This is an optimization exercise on Yosys and OpenROAD, whose aim is small area, not a production implementation.
Only the layout flow was run in this run; the RTL was not checked for function there.

### design.v
module drum_sin_rom (
    input  wire [7:0]  idx,
    output reg  [15:0] val
);
    always @(*) begin
        case (idx)
            8'd0: val = 16'd101;
            8'd1: val = 16'd302;
            8'd2: val = 16'd503;
            8'd3: val = 16'd704;
            8'd4: val = 16'd905;
            8'd5: val = 16'd1106;
            8'd6: val = 16'd1307;
            8'd7: val = 16'd1507;
            8'd8: val = 16'd1708;
            8'd9: val = 16'd1909;
            8'd10: val = 16'd2110;
            8'd11: val = 16'd2310;
            8'd12: val = 16'd2511;
            8'd13: val = 16'd2711;
            8'd14: val = 16'd2911;
            8'd15: val = 16'd3112;
            8'd16: val = 16'd3312;
            8'd17: val = 16'd3512;
            8'd18: val = 16'd3712;
            8'd19: val = 16'd3911;
            8'd20: val = 16'd4111;
            8'd21: val = 16'd4310;
            8'd22: val = 16'd4509;
            8'd23: val = 16'd4708;
            8'd24: val = 16'd4907;
            8'd25: val = 16'd5106;
            8'd26: val = 16'd5305;
            8'd27: val = 16'd5503;
            8'd28: val = 16'd5701;
            8'd29: val = 16'd5899;
            8'd30: val = 16'd6096;
            8'd31: val = 16'd6294;
            8'd32: val = 16'd6491;
            8'd33: val = 16'd6688;
            8'd34: val = 16'd6885;
            8'd35: val = 16'd7081;
            8'd36: val = 16'd7277;
            8'd37: val = 16'd7473;
            8'd38: val = 16'd7669;
            8'd39: val = 16'd7864;
            8'd40: val = 16'd8059;
            8'd41: val = 16'd8254;
            8'd42: val = 16'd8448;
            8'd43: val = 16'd8642;
            8'd44: val = 16'd8836;
            8'd45: val = 16'd9030;
            8'd46: val = 16'd9223;
            8'd47: val = 16'd9416;
            8'd48: val = 16'd9608;
            8'd49: val = 16'd9800;
            8'd50: val = 16'd9992;
            8'd51: val = 16'd10183;
            8'd52: val = 16'd10374;
            8'd53: val = 16'd10564;
            8'd54: val = 16'd10754;
            8'd55: val = 16'd10944;
            8'd56: val = 16'd11133;
            8'd57: val = 16'd11322;
            8'd58: val = 16'd11511;
            8'd59: val = 16'd11699;
            8'd60: val = 16'd11886;
            8'd61: val = 16'd12074;
            8'd62: val = 16'd12260;
            8'd63: val = 16'd12446;
            8'd64: val = 16'd12632;
            8'd65: val = 16'd12817;
            8'd66: val = 16'd13002;
            8'd67: val = 16'd13187;
            8'd68: val = 16'd13370;
            8'd69: val = 16'd13554;
            8'd70: val = 16'd13736;
            8'd71: val = 16'd13919;
            8'd72: val = 16'd14101;
            8'd73: val = 16'd14282;
            8'd74: val = 16'd14462;
            8'd75: val = 16'd14643;
            8'd76: val = 16'd14822;
            8'd77: val = 16'd15001;
            8'd78: val = 16'd15180;
            8'd79: val = 16'd15358;
            8'd80: val = 16'd15535;
            8'd81: val = 16'd15712;
            8'd82: val = 16'd15888;
            8'd83: val = 16'd16063;
            8'd84: val = 16'd16238;
            8'd85: val = 16'd16413;
            8'd86: val = 16'd16586;
            8'd87: val = 16'd16759;
            8'd88: val = 16'd16932;
            8'd89: val = 16'd17104;
            8'd90: val = 16'd17275;
            8'd91: val = 16'd17445;
            8'd92: val = 16'd17615;
            8'd93: val = 16'd17784;
            8'd94: val = 16'd17953;
            8'd95: val = 16'd18121;
            8'd96: val = 16'd18288;
            8'd97: val = 16'd18454;
            8'd98: val = 16'd18620;
            8'd99: val = 16'd18785;
            8'd100: val = 16'd18950;
            8'd101: val = 16'd19113;
            8'd102: val = 16'd19276;
            8'd103: val = 16'd19438;
            8'd104: val = 16'd19600;
            8'd105: val = 16'd19761;
            8'd106: val = 16'd19921;
            8'd107: val = 16'd20080;
            8'd108: val = 16'd20238;
            8'd109: val = 16'd20396;
            8'd110: val = 16'd20553;
            8'd111: val = 16'd20709;
            8'd112: val = 16'd20865;
            8'd113: val = 16'd21019;
            8'd114: val = 16'd21173;
            8'd115: val = 16'd21326;
            8'd116: val = 16'd21479;
            8'd117: val = 16'd21630;
            8'd118: val = 16'd21781;
            8'd119: val = 16'd21930;
            8'd120: val = 16'd22079;
            8'd121: val = 16'd22227;
            8'd122: val = 16'd22375;
            8'd123: val = 16'd22521;
            8'd124: val = 16'd22667;
            8'd125: val = 16'd22812;
            8'd126: val = 16'd22956;
            8'd127: val = 16'd23099;
            8'd128: val = 16'd23241;
            8'd129: val = 16'd23382;
            8'd130: val = 16'd23522;
            8'd131: val = 16'd23662;
            8'd132: val = 16'd23801;
            8'd133: val = 16'd23938;
            8'd134: val = 16'd24075;
            8'd135: val = 16'd24211;
            8'd136: val = 16'd24346;
            8'd137: val = 16'd24480;
            8'd138: val = 16'd24613;
            8'd139: val = 16'd24746;
            8'd140: val = 16'd24877;
            8'd141: val = 16'd25007;
            8'd142: val = 16'd25137;
            8'd143: val = 16'd25265;
            8'd144: val = 16'd25393;
            8'd145: val = 16'd25519;
            8'd146: val = 16'd25645;
            8'd147: val = 16'd25770;
            8'd148: val = 16'd25893;
            8'd149: val = 16'd26016;
            8'd150: val = 16'd26138;
            8'd151: val = 16'd26259;
            8'd152: val = 16'd26378;
            8'd153: val = 16'd26497;
            8'd154: val = 16'd26615;
            8'd155: val = 16'd26732;
            8'd156: val = 16'd26848;
            8'd157: val = 16'd26962;
            8'd158: val = 16'd27076;
            8'd159: val = 16'd27189;
            8'd160: val = 16'd27300;
            8'd161: val = 16'd27411;
            8'd162: val = 16'd27521;
            8'd163: val = 16'd27629;
            8'd164: val = 16'd27737;
            8'd165: val = 16'd27843;
            8'd166: val = 16'd27949;
            8'd167: val = 16'd28053;
            8'd168: val = 16'd28157;
            8'd169: val = 16'd28259;
            8'd170: val = 16'd28360;
            8'd171: val = 16'd28460;
            8'd172: val = 16'd28560;
            8'd173: val = 16'd28658;
            8'd174: val = 16'd28755;
            8'd175: val = 16'd28850;
            8'd176: val = 16'd28945;
            8'd177: val = 16'd29039;
            8'd178: val = 16'd29131;
            8'd179: val = 16'd29223;
            8'd180: val = 16'd29313;
            8'd181: val = 16'd29403;
            8'd182: val = 16'd29491;
            8'd183: val = 16'd29578;
            8'd184: val = 16'd29664;
            8'd185: val = 16'd29749;
            8'd186: val = 16'd29832;
            8'd187: val = 16'd29915;
            8'd188: val = 16'd29997;
            8'd189: val = 16'd30077;
            8'd190: val = 16'd30156;
            8'd191: val = 16'd30234;
            8'd192: val = 16'd30311;
            8'd193: val = 16'd30387;
            8'd194: val = 16'd30462;
            8'd195: val = 16'd30535;
            8'd196: val = 16'd30607;
            8'd197: val = 16'd30679;
            8'd198: val = 16'd30749;
            8'd199: val = 16'd30818;
            8'd200: val = 16'd30885;
            8'd201: val = 16'd30952;
            8'd202: val = 16'd31017;
            8'd203: val = 16'd31082;
            8'd204: val = 16'd31145;
            8'd205: val = 16'd31206;
            8'd206: val = 16'd31267;
            8'd207: val = 16'd31327;
            8'd208: val = 16'd31385;
            8'd209: val = 16'd31442;
            8'd210: val = 16'd31498;
            8'd211: val = 16'd31553;
            8'd212: val = 16'd31607;
            8'd213: val = 16'd31659;
            8'd214: val = 16'd31710;
            8'd215: val = 16'd31760;
            8'd216: val = 16'd31809;
            8'd217: val = 16'd31857;
            8'd218: val = 16'd31903;
            8'd219: val = 16'd31949;
            8'd220: val = 16'd31993;
            8'd221: val = 16'd32036;
            8'd222: val = 16'd32077;
            8'd223: val = 16'd32118;
            8'd224: val = 16'd32157;
            8'd225: val = 16'd32195;
            8'd226: val = 16'd32232;
            8'd227: val = 16'd32267;
            8'd228: val = 16'd32302;
            8'd229: val = 16'd32335;
            8'd230: val = 16'd32367;
            8'd231: val = 16'd32397;
            8'd232: val = 16'd32427;
            8'd233: val = 16'd32455;
            8'd234: val = 16'd32482;
            8'd235: val = 16'd32508;
            8'd236: val = 16'd32533;
            8'd237: val = 16'd32556;
            8'd238: val = 16'd32578;
            8'd239: val = 16'd32599;
            8'd240: val = 16'd32619;
            8'd241: val = 16'd32637;
            8'd242: val = 16'd32655;
            8'd243: val = 16'd32671;
            8'd244: val = 16'd32685;
            8'd245: val = 16'd32699;
            8'd246: val = 16'd32711;
            8'd247: val = 16'd32722;
            8'd248: val = 16'd32732;
            8'd249: val = 16'd32741;
            8'd250: val = 16'd32748;
            8'd251: val = 16'd32755;
            8'd252: val = 16'd32759;
            8'd253: val = 16'd32763;
            8'd254: val = 16'd32766;
            8'd255: val = 16'd32767;
            default: val = 16'd0;
        endcase
    end
endmodule
module drum_exp2_rom (
    input  wire [7:0]  idx,
    output reg  [15:0] val
);
    always @(*) begin
        case (idx)
            8'd0: val = 16'd32768;
            8'd1: val = 16'd32679;
            8'd2: val = 16'd32591;
            8'd3: val = 16'd32503;
            8'd4: val = 16'd32415;
            8'd5: val = 16'd32327;
            8'd6: val = 16'd32240;
            8'd7: val = 16'd32153;
            8'd8: val = 16'd32066;
            8'd9: val = 16'd31979;
            8'd10: val = 16'd31893;
            8'd11: val = 16'd31806;
            8'd12: val = 16'd31720;
            8'd13: val = 16'd31635;
            8'd14: val = 16'd31549;
            8'd15: val = 16'd31464;
            8'd16: val = 16'd31379;
            8'd17: val = 16'd31294;
            8'd18: val = 16'd31209;
            8'd19: val = 16'd31125;
            8'd20: val = 16'd31041;
            8'd21: val = 16'd30957;
            8'd22: val = 16'd30873;
            8'd23: val = 16'd30790;
            8'd24: val = 16'd30706;
            8'd25: val = 16'd30623;
            8'd26: val = 16'd30541;
            8'd27: val = 16'd30458;
            8'd28: val = 16'd30376;
            8'd29: val = 16'd30293;
            8'd30: val = 16'd30212;
            8'd31: val = 16'd30130;
            8'd32: val = 16'd30048;
            8'd33: val = 16'd29967;
            8'd34: val = 16'd29886;
            8'd35: val = 16'd29805;
            8'd36: val = 16'd29725;
            8'd37: val = 16'd29644;
            8'd38: val = 16'd29564;
            8'd39: val = 16'd29484;
            8'd40: val = 16'd29405;
            8'd41: val = 16'd29325;
            8'd42: val = 16'd29246;
            8'd43: val = 16'd29167;
            8'd44: val = 16'd29088;
            8'd45: val = 16'd29009;
            8'd46: val = 16'd28931;
            8'd47: val = 16'd28852;
            8'd48: val = 16'd28774;
            8'd49: val = 16'd28697;
            8'd50: val = 16'd28619;
            8'd51: val = 16'd28542;
            8'd52: val = 16'd28464;
            8'd53: val = 16'd28388;
            8'd54: val = 16'd28311;
            8'd55: val = 16'd28234;
            8'd56: val = 16'd28158;
            8'd57: val = 16'd28082;
            8'd58: val = 16'd28006;
            8'd59: val = 16'd27930;
            8'd60: val = 16'd27855;
            8'd61: val = 16'd27779;
            8'd62: val = 16'd27704;
            8'd63: val = 16'd27629;
            8'd64: val = 16'd27554;
            8'd65: val = 16'd27480;
            8'd66: val = 16'd27406;
            8'd67: val = 16'd27332;
            8'd68: val = 16'd27258;
            8'd69: val = 16'd27184;
            8'd70: val = 16'd27110;
            8'd71: val = 16'd27037;
            8'd72: val = 16'd26964;
            8'd73: val = 16'd26891;
            8'd74: val = 16'd26818;
            8'd75: val = 16'd26746;
            8'd76: val = 16'd26674;
            8'd77: val = 16'd26601;
            8'd78: val = 16'd26530;
            8'd79: val = 16'd26458;
            8'd80: val = 16'd26386;
            8'd81: val = 16'd26315;
            8'd82: val = 16'd26244;
            8'd83: val = 16'd26173;
            8'd84: val = 16'd26102;
            8'd85: val = 16'd26031;
            8'd86: val = 16'd25961;
            8'd87: val = 16'd25891;
            8'd88: val = 16'd25821;
            8'd89: val = 16'd25751;
            8'd90: val = 16'd25681;
            8'd91: val = 16'd25612;
            8'd92: val = 16'd25543;
            8'd93: val = 16'd25474;
            8'd94: val = 16'd25405;
            8'd95: val = 16'd25336;
            8'd96: val = 16'd25268;
            8'd97: val = 16'd25199;
            8'd98: val = 16'd25131;
            8'd99: val = 16'd25063;
            8'd100: val = 16'd24995;
            8'd101: val = 16'd24928;
            8'd102: val = 16'd24860;
            8'd103: val = 16'd24793;
            8'd104: val = 16'd24726;
            8'd105: val = 16'd24659;
            8'd106: val = 16'd24593;
            8'd107: val = 16'd24526;
            8'd108: val = 16'd24460;
            8'd109: val = 16'd24394;
            8'd110: val = 16'd24328;
            8'd111: val = 16'd24262;
            8'd112: val = 16'd24196;
            8'd113: val = 16'd24131;
            8'd114: val = 16'd24066;
            8'd115: val = 16'd24001;
            8'd116: val = 16'd23936;
            8'd117: val = 16'd23871;
            8'd118: val = 16'd23806;
            8'd119: val = 16'd23742;
            8'd120: val = 16'd23678;
            8'd121: val = 16'd23614;
            8'd122: val = 16'd23550;
            8'd123: val = 16'd23486;
            8'd124: val = 16'd23423;
            8'd125: val = 16'd23359;
            8'd126: val = 16'd23296;
            8'd127: val = 16'd23233;
            8'd128: val = 16'd23170;
            8'd129: val = 16'd23108;
            8'd130: val = 16'd23045;
            8'd131: val = 16'd22983;
            8'd132: val = 16'd22921;
            8'd133: val = 16'd22859;
            8'd134: val = 16'd22797;
            8'd135: val = 16'd22735;
            8'd136: val = 16'd22674;
            8'd137: val = 16'd22613;
            8'd138: val = 16'd22552;
            8'd139: val = 16'd22491;
            8'd140: val = 16'd22430;
            8'd141: val = 16'd22369;
            8'd142: val = 16'd22309;
            8'd143: val = 16'd22248;
            8'd144: val = 16'd22188;
            8'd145: val = 16'd22128;
            8'd146: val = 16'd22068;
            8'd147: val = 16'd22009;
            8'd148: val = 16'd21949;
            8'd149: val = 16'd21890;
            8'd150: val = 16'd21831;
            8'd151: val = 16'd21772;
            8'd152: val = 16'd21713;
            8'd153: val = 16'd21654;
            8'd154: val = 16'd21595;
            8'd155: val = 16'd21537;
            8'd156: val = 16'd21479;
            8'd157: val = 16'd21421;
            8'd158: val = 16'd21363;
            8'd159: val = 16'd21305;
            8'd160: val = 16'd21247;
            8'd161: val = 16'd21190;
            8'd162: val = 16'd21133;
            8'd163: val = 16'd21076;
            8'd164: val = 16'd21019;
            8'd165: val = 16'd20962;
            8'd166: val = 16'd20905;
            8'd167: val = 16'd20849;
            8'd168: val = 16'd20792;
            8'd169: val = 16'd20736;
            8'd170: val = 16'd20680;
            8'd171: val = 16'd20624;
            8'd172: val = 16'd20568;
            8'd173: val = 16'd20513;
            8'd174: val = 16'd20457;
            8'd175: val = 16'd20402;
            8'd176: val = 16'd20347;
            8'd177: val = 16'd20292;
            8'd178: val = 16'd20237;
            8'd179: val = 16'd20182;
            8'd180: val = 16'd20127;
            8'd181: val = 16'd20073;
            8'd182: val = 16'd20019;
            8'd183: val = 16'd19965;
            8'd184: val = 16'd19911;
            8'd185: val = 16'd19857;
            8'd186: val = 16'd19803;
            8'd187: val = 16'd19750;
            8'd188: val = 16'd19696;
            8'd189: val = 16'd19643;
            8'd190: val = 16'd19590;
            8'd191: val = 16'd19537;
            8'd192: val = 16'd19484;
            8'd193: val = 16'd19431;
            8'd194: val = 16'd19379;
            8'd195: val = 16'd19326;
            8'd196: val = 16'd19274;
            8'd197: val = 16'd19222;
            8'd198: val = 16'd19170;
            8'd199: val = 16'd19118;
            8'd200: val = 16'd19066;
            8'd201: val = 16'd19015;
            8'd202: val = 16'd18963;
            8'd203: val = 16'd18912;
            8'd204: val = 16'd18861;
            8'd205: val = 16'd18810;
            8'd206: val = 16'd18759;
            8'd207: val = 16'd18708;
            8'd208: val = 16'd18658;
            8'd209: val = 16'd18607;
            8'd210: val = 16'd18557;
            8'd211: val = 16'd18507;
            8'd212: val = 16'd18457;
            8'd213: val = 16'd18407;
            8'd214: val = 16'd18357;
            8'd215: val = 16'd18308;
            8'd216: val = 16'd18258;
            8'd217: val = 16'd18209;
            8'd218: val = 16'd18160;
            8'd219: val = 16'd18110;
            8'd220: val = 16'd18061;
            8'd221: val = 16'd18013;
            8'd222: val = 16'd17964;
            8'd223: val = 16'd17915;
            8'd224: val = 16'd17867;
            8'd225: val = 16'd17819;
            8'd226: val = 16'd17770;
            8'd227: val = 16'd17722;
            8'd228: val = 16'd17674;
            8'd229: val = 16'd17627;
            8'd230: val = 16'd17579;
            8'd231: val = 16'd17531;
            8'd232: val = 16'd17484;
            8'd233: val = 16'd17437;
            8'd234: val = 16'd17390;
            8'd235: val = 16'd17343;
            8'd236: val = 16'd17296;
            8'd237: val = 16'd17249;
            8'd238: val = 16'd17202;
            8'd239: val = 16'd17156;
            8'd240: val = 16'd17109;
            8'd241: val = 16'd17063;
            8'd242: val = 16'd17017;
            8'd243: val = 16'd16971;
            8'd244: val = 16'd16925;
            8'd245: val = 16'd16879;
            8'd246: val = 16'd16834;
            8'd247: val = 16'd16788;
            8'd248: val = 16'd16743;
            8'd249: val = 16'd16697;
            8'd250: val = 16'd16652;
            8'd251: val = 16'd16607;
            8'd252: val = 16'd16562;
            8'd253: val = 16'd16518;
            8'd254: val = 16'd16473;
            8'd255: val = 16'd16428;
            default: val = 16'd0;
        endcase
    end
endmodule
module drum_exp2 (
    input  wire [30:0] y,
    output wire [15:0] e
);
    wire [15:0] frac;
    drum_exp2_rom rom (.idx(y[11:4]), .val(frac));
    assign e = (|y[30:16]) ? 16'd0 : (frac >> y[15:12]);
endmodule
module drum_sine (
    input  wire [15:0] p,
    output wire [14:0] mag,
    output wire        neg
);
    wire [7:0]  idx = p[14] ? ~p[13:6] : p[13:6];
    wire [15:0] val;
    drum_sin_rom rom (.idx(idx), .val(val));
    assign mag = val[14:0];
    assign neg = p[15];
endmodule
module drum_mac (
    input  wire [30:0] a,
    input  wire [3:0]  d,
    input  wire [30:0] c,
    output wire [30:0] q
);
    wire [34:0] p0 = {4'd0, a & {31{d[0]}}};
    wire [34:0] p1 = {3'd0, a & {31{d[1]}}, 1'b0};
    wire [34:0] p2 = {2'd0, a & {31{d[2]}}, 2'b0};
    wire [34:0] p3 = {1'd0, a & {31{d[3]}}, 3'b0};
    wire [34:0] cc = {4'd0, c};
    wire [34:0] s1 = cc ^ p0 ^ p1;
    wire [34:0] k1 = ((cc & p0) | (cc & p1) | (p0 & p1)) << 1;
    wire [34:0] s2 = s1 ^ k1 ^ p2;
    wire [34:0] k2 = ((s1 & k1) | (s1 & p2) | (k1 & p2)) << 1;
    wire [34:0] s3 = s2 ^ k2 ^ p3;
    wire [34:0] k3 = ((s2 & k2) | (s2 & p3) | (k2 & p3)) << 1;
    wire [35:0] cy;
    wire [34:0] sum;
    assign cy[0] = 1'b0;
    genvar i;
    generate for (i = 0; i < 35; i = i + 1) begin : rc
        assign sum[i]  = s3[i] ^ k3[i] ^ cy[i];
        assign cy[i+1] = (s3[i] & k3[i]) | (s3[i] & cy[i]) | (k3[i] & cy[i]);
    end endgenerate
    assign q = sum[34:4];
endmodule
module drum_core (
    input  wire               clk,
    input  wire               rst,           
    input  wire               byte_valid,
    input  wire [7:0]         byte_data,
    output wire               byte_ready,
    input  wire               block_valid,
    input  wire [15:0]        block_fshift,  
    output wire               block_ready,
    input  wire [3:0]         press,         
    input  wire               overrun,
    output wire               out_valid,
    output wire signed [19:0] out_sample,
    output reg                overrun_flag
);
    localparam [4:0] S_IDLE = 5'd0,  S_SLOT = 5'd1,  S_YE   = 5'd2,  S_XT   = 5'd3,
                     S_LIN  = 5'd4,  S_YT   = 5'd5,  S_V    = 5'd6,  S_Q    = 5'd7,
                     S_IE   = 5'd8,  S_FM   = 5'd9,  S_PM   = 5'd10, S_MT   = 5'd11,
                     S_FC   = 5'd12, S_PC   = 5'd13, S_RAMP = 5'd14, S_DY   = 5'd15,
                     S_AMP  = 5'd16, S_Y    = 5'd17, S_NA   = 5'd19,
                     S_NT   = 5'd20, S_ADDN = 5'd21, S_SUBN = 5'd22, S_FINF = 5'd23,
                     S_FINT = 5'd24, S_OUT  = 5'd25, S_ZX   = 5'd26;
    reg [4:0] state;
    assign byte_ready  = (state == S_IDLE);
    assign block_ready = (state == S_IDLE);
    reg [1:0] phase;             
    reg       start_flag, stop_flag;
    reg [7:0] pending_note;
    reg [39:0] slot_note;        
    reg [4:0]  slot_active;
    reg [1:0]  var0, var1, var2;
    reg [3:0]  btn;
    reg [15:0] fshift;
    reg [15:0] lfsr;
    reg [13:0] cnt0, cnt1, cnt3, cnt5;
    reg [14:0] cnt2, cnt6;
    reg [12:0] cnt4;
    reg [4:0]  sample_i;
    reg [2:0]  s;                
    reg [2:0]  drum;
    reg        in_trans;         
    reg        wrap;             
    reg        pend_y;           
    reg [19:0] acc;              
    assign out_valid  = (state == S_OUT);
    assign out_sample = acc;
    reg [29:0] W;                
    reg [30:0] ACC;
    reg [2:0]  step;
    reg [15:0] T1;
    reg [15:0] T2;               
    wire [2:0] lay = in_trans ? ((drum == 3'd0) ? 3'd5 : 3'd6) : drum;
    reg  [14:0] n;
    always @(*) begin
        case (lay)
            3'd0:    n = {1'b0, cnt0};
            3'd1:    n = {1'b0, cnt1};
            3'd2:    n = cnt2;
            3'd3:    n = {1'b0, cnt3};
            3'd4:    n = {2'b0, cnt4};
            3'd5:    n = {1'b0, cnt5};
            default: n = cnt6;
        endcase
    end
    reg [15:0] pn, kd, amp15, ki;
    reg [17:0] slope;
    reg [29:0] fct, fmt;
    reg [11:0] iturn;
    reg [21:0] kl;
    reg [1:0]  shape;            
    reg        shifted;
    reg [1:0]  var_sel;
    always @(*) begin
        case (lay)
            3'd0, 3'd5: var_sel = var0;
            3'd1:       var_sel = var1;
            default:    var_sel = var2;
        endcase
    end
    always @(*) begin
        pn = 0; amp15 = 0; kd = 0; slope = 0; fct = 0; fmt = 0;
        iturn = 0; shape = 0; ki = 0; kl = 0; shifted = 1'b1;
        case (lay)
            3'd0: begin  
                pn = 240; slope = 69905; kd = 630; amp15 = 32768;
                fct = 5368709; fmt = 8053064; shape = 0; ki = 1576;
                case (var_sel) 2'd0: iturn = 1304; 2'd1: iturn = 1630; 2'd2: iturn = 1956; default: iturn = 2608; endcase
            end
            3'd1: begin  
                pn = 96; slope = 139810; kd = 788; amp15 = 26214;
                fct = 16106127; fmt = 29527900; shape = 1; kl = 447392;
                case (var_sel) 2'd0: iturn = 2608; 2'd1: iturn = 2934; 2'd2: iturn = 3259; default: iturn = 3911; endcase
            end
            3'd2: begin  
                pn = 192; slope = 78643; kd = 525; amp15 = 29491;
                fct = 10737418; fmt = 16106127; shape = 0; ki = 630;
                case (var_sel) 2'd0: iturn = 978; 2'd1: iturn = 1304; 2'd2: iturn = 1630; default: iturn = 2282; endcase
            end
            3'd3: begin  
                pn = 192; slope = 78643; kd = 630; amp15 = 29491;
                fct = 14316558; fmt = 21474836; shape = 0; ki = 630;
                case (var_sel) 2'd0: iturn = 978; 2'd1: iturn = 1304; 2'd2: iturn = 1630; default: iturn = 2282; endcase
            end
            3'd4: begin  
                pn = 48; slope = 209715; kd = 1576; amp15 = 19661;
                fct = 536870912; fmt = 760567125; shape = 0; ki = 1051;
                iturn = 3259; shifted = 1'b0;
            end
            3'd5: begin  
                pn = 48; slope = 174763; kd = 6303; amp15 = 16384;
                fct = 35791394; fmt = 62634940; shape = 2;
                case (var_sel) 2'd0: iturn = 1956; 2'd1: iturn = 2282; 2'd2: iturn = 2608; default: iturn = 3259; endcase
            end
            default: begin  
                pn = 48; slope = 139810; kd = 7879; amp15 = 13107;
                fct = 44739243; fmt = 71582788; shape = 1; kl = 2982616;
                case (var_sel) 2'd0: iturn = 1304; 2'd1: iturn = 1630; 2'd2: iturn = 1956; default: iturn = 2608; endcase
            end
        endcase
    end
    wire [15:0] nthr = (drum == 3'd0) ? 16'd14400 : (drum == 3'd1) ? 16'd12000 :
                       (drum == 3'd2) ? 16'd16800 : (drum == 3'd3) ? 16'd14400 : 16'd4800;
    wire        has_noise = (drum == 3'd1) || (drum == 3'd4);
    wire        has_trans = (drum == 3'd0) || (drum == 3'd2) || (drum == 3'd3);
    wire        heavy     = (drum[2:1] == 2'd0);      
    reg  [15:0] n_off;
    always @(*) begin
        case (state)
            S_V, S_Q:       n_off = 16'd48;
            S_DY:           n_off = 16'd0 - pn;
            S_FINF, S_FINT: n_off = 16'd1;
            default:        n_off = 16'd0;
        endcase
    end
    wire [15:0] nb = {1'b0, n} + n_off;
    wire [30:0] mac_q;
    wire [15:0] e;
    drum_exp2 exp_u (.y(mac_q), .e(e));
    wire        use_t1 = (state == S_PC);
    wire        t1neg  = use_t1 & T2[15];
    wire [15:0] sin_p  = mac_q[15:0] + ((use_t1 ? T1 : 16'd0) ^ {16{t1neg}}) + {15'd0, t1neg};
    wire [14:0] sin_mag;
    wire        sin_neg;
    drum_sine sine_u (.p(sin_p), .mag(sin_mag), .neg(sin_neg));
    reg [30:0] a_src;
    reg [15:0] b_src;
    reg [30:0] c_src;
    reg [2:0]  last;
    reg        is_op, use_w;
    always @(*) begin
        a_src = 31'd0; b_src = 16'd0; c_src = 31'd0; last = 3'd3; is_op = 1'b1; use_w = 1'b0;
        case (state)
            S_YE:   begin a_src = {6'd0, ki, 8'd0};      b_src = nb;   end
            S_LIN:  begin a_src = {8'd0, kl};            b_src = nb;   end
            S_YT:   begin a_src = 30'd1613568;           b_src = nb;   c_src = 31'd77454080; end
            S_V:    begin a_src = 30'd977342464;         b_src = nb;   last = 3'd2; end
            S_Q:    begin use_w = 1'b1;                  b_src = nb;   last = 3'd5; end
            S_IE:   begin a_src = {13'd0, T1, 1'b0};     b_src = {1'b0, T2[14:0]}; end
            S_XT:   begin a_src = {10'd0, iturn, 4'd0};  b_src = T1;
                          c_src = (shape == 2'd1) ? {15'd0, iturn, 4'd0} : 31'd0; end
            S_FM:   begin a_src = shifted ? {1'b0, fmt[27:0], 2'b00} : {fmt, 1'b0};
                          b_src = shifted ? fshift : 16'd32768; end
            S_PM:   begin use_w = 1'b1;                  b_src = nb;   end
            S_MT:   begin a_src = {13'd0, T1, 1'b0};     b_src = {T2[14:0], 1'b0};
                          c_src = T2[15] ? 31'd65532 : 31'd0; end
            S_FC:   begin a_src = shifted ? {1'b0, fct[27:0], 2'b00} : {fct, 1'b0};
                          b_src = shifted ? fshift : 16'd32768; end
            S_PC:   begin use_w = 1'b1;                  b_src = nb;   end
            S_RAMP: begin a_src = {9'd0, slope, 3'd0};   b_src = nb;   last = 3'd2; end
            S_DY:   begin a_src = {6'd0, kd, 8'd0};      b_src = nb;   end
            S_AMP:  begin a_src = {13'd0, amp15, 1'b0};  b_src = T1;   end
            S_Y:    begin a_src = {13'd0, T1, 1'b0};     b_src = {1'b0, T2[14:0]};
                          c_src = T2[15] ? 31'd65534 : 31'd0; end
            S_NA:   begin a_src = {13'd0, T1, 1'b0};     b_src = (drum == 3'd1) ? 16'd16384 : 16'd22938; end
            S_NT:   begin a_src = {13'd0, T1, 1'b0};     b_src = lfsr; end
            default: is_op = 1'b0;
        endcase
    end
    wire       first = (step == 3'd0);
    wire       done  = is_op && (step == last);
    reg  [3:0] digit;
    always @(*) begin
        case (step)
            3'd0:    digit = b_src[3:0];
            3'd1:    digit = b_src[7:4];
            3'd2:    digit = b_src[11:8];
            3'd3:    digit = b_src[15:12];
            default: digit = 4'd0;
        endcase
    end
    drum_mac mac (
        .a(use_w ? {1'b0, W} : a_src),
        .d(digit),
        .c(first ? c_src : ACC),
        .q(mac_q)
    );
    reg  [16:0] acc_x;
    reg         acc_sub;
    always @(*) begin
        acc_x   = ACC[16:0];
        acc_sub = 1'b0;
        if (state == S_SUBN) begin
            acc_x   = {T1, 1'b0};
            acc_sub = 1'b1;
        end else if (pend_y) begin
            acc_sub = T2[15];
        end
    end
    wire [19:0] acc_w    = heavy ? {2'b00, acc_x, 1'b0} : {3'b000, acc_x};
    wire [19:0] acc_next = acc + (acc_w ^ {20{acc_sub}}) + {19'd0, acc_sub};
    wire [15:0] lfsr_next = lfsr[0] ? ((lfsr >> 1) ^ 16'hB400) : (lfsr >> 1);
    wire [4:0] act = slot_active;
    wire [4:0] hit;
    genvar g;
    generate for (g = 0; g < 5; g = g + 1) begin : slot_hit
        assign hit[g] = act[g] && (slot_note[g*8 +: 8] == pending_note);
    end endgenerate
    wire [4:0] free_oh  = ~act & {&act[3:0], &act[2:0], &act[1:0], act[0], 1'b1};
    wire [4:0] match_oh = hit & {~|hit[3:0], ~|hit[2:0], ~|hit[1:0], ~hit[0], 1'b1};
    wire [3:0]  btn_eff   = btn | press;
    wire       take_byte  = (state == S_IDLE) && byte_valid;
    wire       take_block = (state == S_IDLE) && !byte_valid && block_valid;
    wire       frame_end  = take_byte && (phase == 2'd2);
    wire       do_on      = frame_end && start_flag;
    wire       do_off     = frame_end && !start_flag && stop_flag;
    integer k;
    always @(posedge clk) begin
        if (rst) begin
            slot_active <= 5'd0;
            slot_note   <= 40'd0;
        end else begin
            for (k = 0; k < 5; k = k + 1) begin
                if (do_on && free_oh[k]) begin
                    slot_note[k*8 +: 8] <= pending_note;
                    slot_active[k]      <= 1'b1;
                end
                if ((do_off && match_oh[k]) || (take_block && btn_eff[3]))
                    slot_active[k] <= 1'b0;
            end
        end
    end
    reg  [7:0]  cur_note;
    reg         cur_act;
    always @(*) begin
        case (s)
            3'd0:    begin cur_note = slot_note[7:0];   cur_act = slot_active[0]; end
            3'd1:    begin cur_note = slot_note[15:8];  cur_act = slot_active[1]; end
            3'd2:    begin cur_note = slot_note[23:16]; cur_act = slot_active[2]; end
            3'd3:    begin cur_note = slot_note[31:24]; cur_act = slot_active[3]; end
            default: begin cur_note = slot_note[39:32]; cur_act = slot_active[4]; end
        endcase
    end
    wire        cur_drum  = (cur_note >= 8'd60) && (cur_note <= 8'd64);
    wire [2:0]  cur_d     = cur_note[2:0] - 3'd4;        
    wire [14:0] n_sub     = (drum == 3'd0) ? {1'b0, cnt5} : cnt6;
    wire        sub_live  = (drum == 3'd0) ? (n_sub < 15'd960) : (n_sub < 15'd720);
    wire        cnt_wr = (state == S_FINF) || (state == S_FINT);
    wire        cnt_clr = (state == S_FINF) ? ({1'b0, n} >= nthr) : wrap;
    wire [14:0] cnt_d  = cnt_clr ? 15'd0 : nb[14:0];
    always @(posedge clk) begin
        if (rst) begin
            cnt0 <= 14'd0; cnt1 <= 14'd0; cnt2 <= 15'd0; cnt3 <= 14'd0;
            cnt4 <= 13'd0; cnt5 <= 14'd0; cnt6 <= 15'd0;
        end else if (cnt_wr) begin
            case (lay)
                3'd0:    cnt0 <= cnt_d[13:0];
                3'd1:    cnt1 <= cnt_d[13:0];
                3'd2:    cnt2 <= cnt_d;
                3'd3:    cnt3 <= cnt_d[13:0];
                3'd4:    cnt4 <= cnt_d[12:0];
                3'd5:    cnt5 <= cnt_d[13:0];
                default: cnt6 <= cnt_d;
            endcase
        end
    end
    integer j;
    always @(posedge clk) begin
        if (rst) begin
            state        <= S_IDLE;
            phase        <= 2'd0;
            start_flag   <= 1'b0;
            stop_flag    <= 1'b0;
            pending_note <= 8'd0;
            var0 <= 2'd0; var1 <= 2'd0; var2 <= 2'd0;
            btn          <= 4'd0;
            fshift       <= 16'd16384;
            sample_i     <= 5'd0;
            s            <= 3'd0;
            drum         <= 3'd0;
            in_trans     <= 1'b0;
            wrap         <= 1'b0;
            acc          <= 20'd0;
            lfsr         <= 16'hACE1;
            step         <= 3'd0;
            pend_y       <= 1'b0;
            overrun_flag <= 1'b0;
        end else begin
            btn <= btn | press;
            pend_y <= (state == S_Y) && done;
            if (pend_y) acc <= acc_next;
            if (overrun) overrun_flag <= 1'b1;
            if (is_op) begin
                ACC  <= mac_q;
                step <= done ? 3'd0 : step + 3'd1;
            end
            case (state)
                S_IDLE: begin
                    if (byte_valid) begin
                        case (phase)
                            2'd0: begin
                                start_flag <= (byte_data == 8'h90);
                                stop_flag  <= (byte_data == 8'h80);
                                phase      <= 2'd1;
                            end
                            2'd1: begin
                                pending_note <= byte_data;
                                phase        <= 2'd2;
                            end
                            default: begin
                                phase <= 2'd0;
                                start_flag <= 1'b0;
                                stop_flag  <= 1'b0;
                            end
                        endcase
                    end else if (block_valid) begin
                        fshift <= block_fshift;
                        if (btn_eff[0]) var0 <= var0 + 2'd1;
                        if (btn_eff[1]) var1 <= var1 + 2'd1;
                        if (btn_eff[2]) var2 <= var2 + 2'd1;
                        btn      <= 4'd0;
                        sample_i <= 5'd0;
                        s        <= 3'd0;
                        acc      <= 20'd0;
                        state    <= S_SLOT;
                    end
                end
                S_SLOT: begin
                    if (s == 3'd0) acc <= 20'd0;
                    in_trans <= 1'b0;
                    if (s == 3'd5) begin
                        state <= S_OUT;
                    end else if (cur_act && cur_drum) begin
                        drum <= cur_d;
                        if (cur_d == 3'd1)
                            state <= (cnt1 < 14'd4800) ? S_LIN : S_ZX;
                        else
                            state <= S_YE;
                    end else begin
                        s <= s + 3'd1;
                    end
                end
                S_ZX: begin              
                    T1    <= 16'd0;
                    state <= S_FC;
                end
                S_YE:   if (done) begin
                            T1    <= e;
                            state <= S_XT;
                        end
                S_LIN:  if (done) begin
                            T1    <= {1'b0, ~mac_q[14:0]};    
                            state <= S_XT;
                        end
                S_YT:   if (done) begin
                            T1    <= e;
                            state <= S_V;
                        end
                S_V:    if (done) begin
                            W     <= mac_q[29:0];
                            state <= S_Q;
                        end
                S_Q:    if (done) begin
                            T2    <= mac_q[15:0];
                            state <= S_IE;
                        end
                S_IE:   if (done) begin
                            T1    <= mac_q[15:0];
                            state <= S_XT;
                        end
                S_XT:   if (done) begin
                            T1    <= mac_q[15:0];
                            state <= S_FM;
                        end
                S_FM:   if (done) begin
                            W     <= mac_q[29:0];
                            state <= S_PM;
                        end
                S_PM:   if (done) begin
                            T2    <= {sin_neg, sin_mag};
                            state <= S_MT;
                        end
                S_MT:   if (done) begin
                            T1    <= mac_q[15:0];
                            state <= S_FC;
                        end
                S_FC:   if (done) begin
                            W     <= mac_q[29:0];
                            state <= S_PC;
                        end
                S_PC:   if (done) begin
                            T2    <= {sin_neg, sin_mag};
                            state <= ({1'b0, n} <= pn) ? S_RAMP : S_DY;
                        end
                S_RAMP: if (done) begin
                            T1    <= mac_q[15:0];
                            state <= S_Y;
                        end
                S_DY:   if (done) begin
                            T1    <= e;
                            state <= S_AMP;
                        end
                S_AMP:  if (done) begin
                            T1    <= mac_q[15:0];
                            state <= S_Y;
                        end
                S_Y:    if (done) begin
                            if (in_trans)       state <= S_FINT;
                            else if (has_noise) state <= S_NA;
                            else                state <= S_FINF;
                        end
                S_NA:   if (done) begin
                            T1    <= mac_q[15:0];
                            state <= S_NT;
                        end
                S_NT:   if (done) state <= S_ADDN;
                S_ADDN: begin
                            acc   <= acc_next;
                            state <= S_SUBN;
                        end
                S_SUBN: begin
                            if (lfsr[15]) acc <= acc_next;
                            lfsr  <= lfsr_next;
                            state <= S_FINF;
                        end
                S_FINF: begin
                    wrap <= ({1'b0, n} >= nthr);
                    if (has_trans) begin
                        in_trans <= 1'b1;
                        if (!sub_live)            state <= S_FINT;
                        else if (drum == 3'd0)    state <= S_YT;
                        else                      state <= S_LIN;
                    end else begin
                        s     <= s + 3'd1;
                        state <= S_SLOT;
                    end
                end
                S_FINT: begin
                    in_trans <= 1'b0;
                    s        <= s + 3'd1;
                    state    <= S_SLOT;
                end
                S_OUT: begin
                    s <= 3'd0;
                    if (sample_i == 5'd31) begin
                        state <= S_IDLE;
                    end else begin
                        sample_i <= sample_i + 5'd1;
                        state    <= S_SLOT;
                    end
                end
                default: state <= S_IDLE;
            endcase
        end
    end
endmodule
### flow/run.sh
#!/bin/bash
# Standard ORFS layout, with the combinational logic of the standard synthesis
# re-mapped by ABC for area before floorplanning. Registers (cells and names)
# are left exactly as the standard synthesis made them.
set -euo pipefail
HERE=$(pwd)
YOSYS=${YOSYS_EXE:-$FLOW_HOME/../tools/install/yosys/bin/yosys}
LIB=$FLOW_HOME/platforms/sky130hd/lib/sky130_fd_sc_hd__tt_025C_1v80.lib
RES=$HERE/orfs/results/$FLOW_PLATFORM/drum_core/base

bash standard.sh synth > $HERE/synth.log 2>&1

cp $RES/1_2_yosys.v $HERE/synth_std.v
SEQ=$(grep -oE 'cell \("?sky130_fd_sc_hd__(df|edf|sdf|dl|conb)[a-z0-9_]*' $LIB | sed -E 's/cell \("?//' | sort -u | tr '\n' ' ')
sed -e "s#@LIB@#$LIB#g" -e "s#@SEQ@#$SEQ#g" -e "s#@IN@#$HERE/synth_std.v#g" \
    -e "s#@OUT@#$HERE/synth_remap.v#g" -e "s#@TOP@#$FLOW_TOP#g" flow/remap.ys > $HERE/remap_run.ys
$YOSYS -q -l $HERE/remap.log $HERE/remap_run.ys > /dev/null 2>&1
cp $HERE/synth_remap.v $RES/1_2_yosys.v

bash standard.sh finish "CTS_ARGS=-sink_clustering_enable -repair_clock_nets -dont_use_dummy_load -buf_list {sky130_fd_sc_hd__clkbuf_4 sky130_fd_sc_hd__clkbuf_8}" > $HERE/finish.log 2>&1
### standard.sh
#!/bin/bash
# synth_recipe.tcl (not shown) runs the flow's synth.tcl, then flattens the netlist and writes it again
# the make line also repeats each setting of config.mk as NAME=value (left out here)
make -C /OpenROAD-flow-scripts/flow DESIGN_CONFIG=/design/flow/config.mk WORK_HOME=/design/flow/orfs CLKGATE_MAP_FILE= SYNTH_SCRIPT=/design/flow/synth_recipe.tcl "${@:-finish}"
### config.mk
export PLATFORM = sky130hd
export DESIGN_NAME = drum_core
export DESIGN_NICKNAME = drum_core
export VERILOG_FILES = /design/flow/design.v
export SDC_FILE = /design/flow/constraint.sdc
export NUM_CORES = 4
export LEC_CHECK = 0
export CAP_MARGIN = 0
export CORE_MARGIN = 2
export CORE_UTILIZATION = 30
export SLEW_MARGIN = 0
### flow/remap.ys
read_liberty -ignore_miss_func @LIB@
read_verilog @IN@
hierarchy -top @TOP@
setattr -mod -set keep_hierarchy 1 @SEQ@
flatten
rename -hide w:*.*
select @TOP@
opt_clean -purge
abc -liberty @LIB@ -dont_use *probe* -dont_use *lpflow* -script +strash;dc2;dch,-f;amap;strash;dch,-f;amap;
opt_clean -purge
splitnets
opt_clean -purge
insbuf -buf sky130_fd_sc_hd__buf_4 A X
hierarchy -top @TOP@
select @TOP@
stat -liberty @LIB@
write_verilog -noattr -noexpr -nohex -nodec -selected @OUT@
### constraint.sdc
create_clock -name core_clock -period 30.0 [get_ports {clk}]
set_input_delay 6.0000 -clock core_clock [delete_from_list [all_inputs] [get_ports {clk}]]
set_output_delay 6.0000 -clock core_clock [all_outputs]
set_load 0.01 [all_outputs]
==> metrics.csv <==
stage,metric,value,unit
sta,final hold slack,0.444,ns
cts,Post-CTS Hold Buffers,0,
layout,Layout area overhead,13.5,%
yosys,Gate Count Post-Synth,4454,
route,Antenna Nets Post-Route,0,
route,highest metal used,met4,
cts,post-CTS sizing,0,
yosys,Syn Std Cell Area,28200,um2
sta,worst-margin pin slew,1.47,ns
cts,CTS buffer count,58,
sta,Tmin final,20.99,ns
global_routing,global route overflow,0,
critical_path,Worst setup EP type,register,
run_status,Layout Check Fails,"capacitance limit, slew limit",
critical_path,crit-path max cell delay,1.25,ns
run_status,run status,"complete, but fails checks",
floorplanning,initial core utilization,0.303,
cts,deepest level of the CTS H-tree,2,
route,Vias,36671,
floorplanning,Cell Rows,112,
route,Detailed Route WL,144000,um
sta,setup tns final,0,ns
route,DR WL met2,62400,um
placement,gp weighted congestion,1.07,
cts,Clock Latency Late Sink,0.70,ns
route,drt wl/cell,24.2,um
layout,Final Instance Count excl. Fillers,5925,
layout,Layout Nets,4705,
global_routing,vias in the first global route,33374,
cts,CTS max path bufs,3,
critical_path,worst endpoint required time,30.50,ns
critical_path,worst r2r src,drum[2],
critical_path,Buf/Inv on CP,13,
global_routing,first-pass GRT wire length,213000,um
cts,clock sink total,334,
yosys,YS warnings,3,
critical_path,CP arrival,21.49,ns
critical_path,Worst path most repeated cell,nor2_1,
sta,endpoints failing hold,0,
cts,Root Buffer,clkbuf_8,
floorplanning,chip height,311,um
critical_path,critical path's slowest cell,a2111oi_0,
cts,Post-CTS Setup Repair Bufs,0,
sta,Fmax achieved,47.6,MHz
floorplanning,Core Area,93300,um2
layout,Multi-input gate area,19200,um2
route,Vias/cell,6.19,
sta,Clock Skew,0.108,ns
critical_path,CP top delay family,simple AND/OR/NAND/NOR gates,
placement,DP HPWL,107000,um
route,# DRC,0,
route,WL met3,14700,um
global_routing,initial antenna violation count,2,
critical_path,CP Class,register to register,
cts,TritonCTS clock tree,built,
critical_path,crit-path max FO,32,
sta,fin crit share,0.700,
sta,Final setup viols,0,
global_routing,largest net degree at the start of global routing,74,
placement,# port buffers,56,
layout,layout cell share with drive strength beyond 1,0.0385,
critical_path,critical path startpoint category,register,
route,DRT Pass-1 Iters,8,
layout,register area,7620,um2
floorplanning,Die ar.,96600,um2
layout,fillcell total,10345,
yosys,syn avg cell area,6.34,um2
route,DRT iter0 DRCs,5446,
sta,Setup WS post-layout,9.01,ns
route,WL met1,58600,um
placement,Placement Setup Slack,9.87,ns
cts,Clock transition at path regs,0.06,ns
floorplanning,Die Wd,311,um
critical_path,crit path launch,drum[2],
run,Max-Cap Viols,1,
placement,Placed Cells,5866,
worst_hold_path,hold_sp,lfsr[5],
sta,RSZ-0062 raised after global routing,no,
sta,Worst slew margin,-0.00725,
worst_hold_path,Worst Hold Class,register to register,
global_routing,Tot GR Track Use,0.282,
layout,post-layout util,0.343,
sta,Final Max Slew Viols,1,
floorplanning,Ports,57,
==> registers in the layout, summed over array words and instances, names as in the netlist, 14 cells and up <==
register	count
cnt3	14
cnt0	14
W	30
lfsr	16
slot_note	40
T2	16
acc	20
cnt2	15
cnt6	15
cnt1	14
cnt5	14
T1	16
ACC	31
fshift	16
==> metrics by stage <==
step | cell area, um2
2_1_floorplan | 28300
4_1_cts | 32100
3_5_place_dp | 31300
3_3_place_gp | 31300
5_1_grt | 32100
6_report | 32100
==> metal layers <==
layer / global-route usage / up-vias
li1: - / 16887
met4: 0.130 / 0
met3: 0.0525 / 534
met2: 0.445 / 2355
met1: 0.372 / 16895
met5: 0 / -
==> area by class of cell <==
class                      instances  share of cell area
antenna                            1           0.0000781
clock buffer                      58              0.0249
inverter                         405              0.0474
multi-input combinational       3715               0.600
sequential                       334               0.238
tap                             1254              0.0489
timing repair buffer             158              0.0414
==> layout by cell type, fill, tap and decap left out, types with 55 or more instances in the layout <==
cell	n
nor4_1	57
clkbuf_8	58
a211oi_1	73
dfxtp_1	241
nor3_1	191
o22ai_1	263
clkdlybuf4s50_1	55
o21ai_0	406
buf_4	102
edfxtp_1	93
nor2_1	1350
a221oi_1	55
a22oi_1	65
a21oi_1	303
clkinv_1	404
nand2_1	313
a31oi_1	59
==> path summary, 6_finish.rpt <==
| path | endpoint | slack, ns | cells past startpoint |
|---|---|---|---|
| max | T2[2] | 9.01 | 99 |
| min | lfsr[4] | 0.44 | 2 |
| max reg2reg | T2[2] | 9.01 | 99 |
| min reg2reg | lfsr[4] | 0.44 | 2 |
==> tightest hold or removal path, delay by kind of cell (launching register included) <==
| kind | cells | cell delay [ns] |
|---|---|---|
| buf+inv | 1 | 0.06 |
| flops | 1 | 0.30 |
| compound gates | 1 | 0.08 |

-- re-timing with driven ports --
Ports are ideal in the flow. The routed layout listed here was re-timed in OpenROAD. Step 1: set_driving_cell puts a clkbuf_16 on clk and a buf_2 on each other input, an assumption about the parent block. Step 2 moves the port delays by t, midway between the first and last clock arrival at a register: inputs arrive t later, outputs are due t later. That takes back most of the time a late clock gives input paths. a / b / c = ideal ports / drivers / drivers and shift; a / b = the first two.
shift t [ns]: 0.704
setup WS [ns]: 9.009 / 9.009 / 9.009
worst setup path at the end: register to register
The setup slack of this run moves by 0.000 ns with the drivers and by 0.000 ns with both steps.
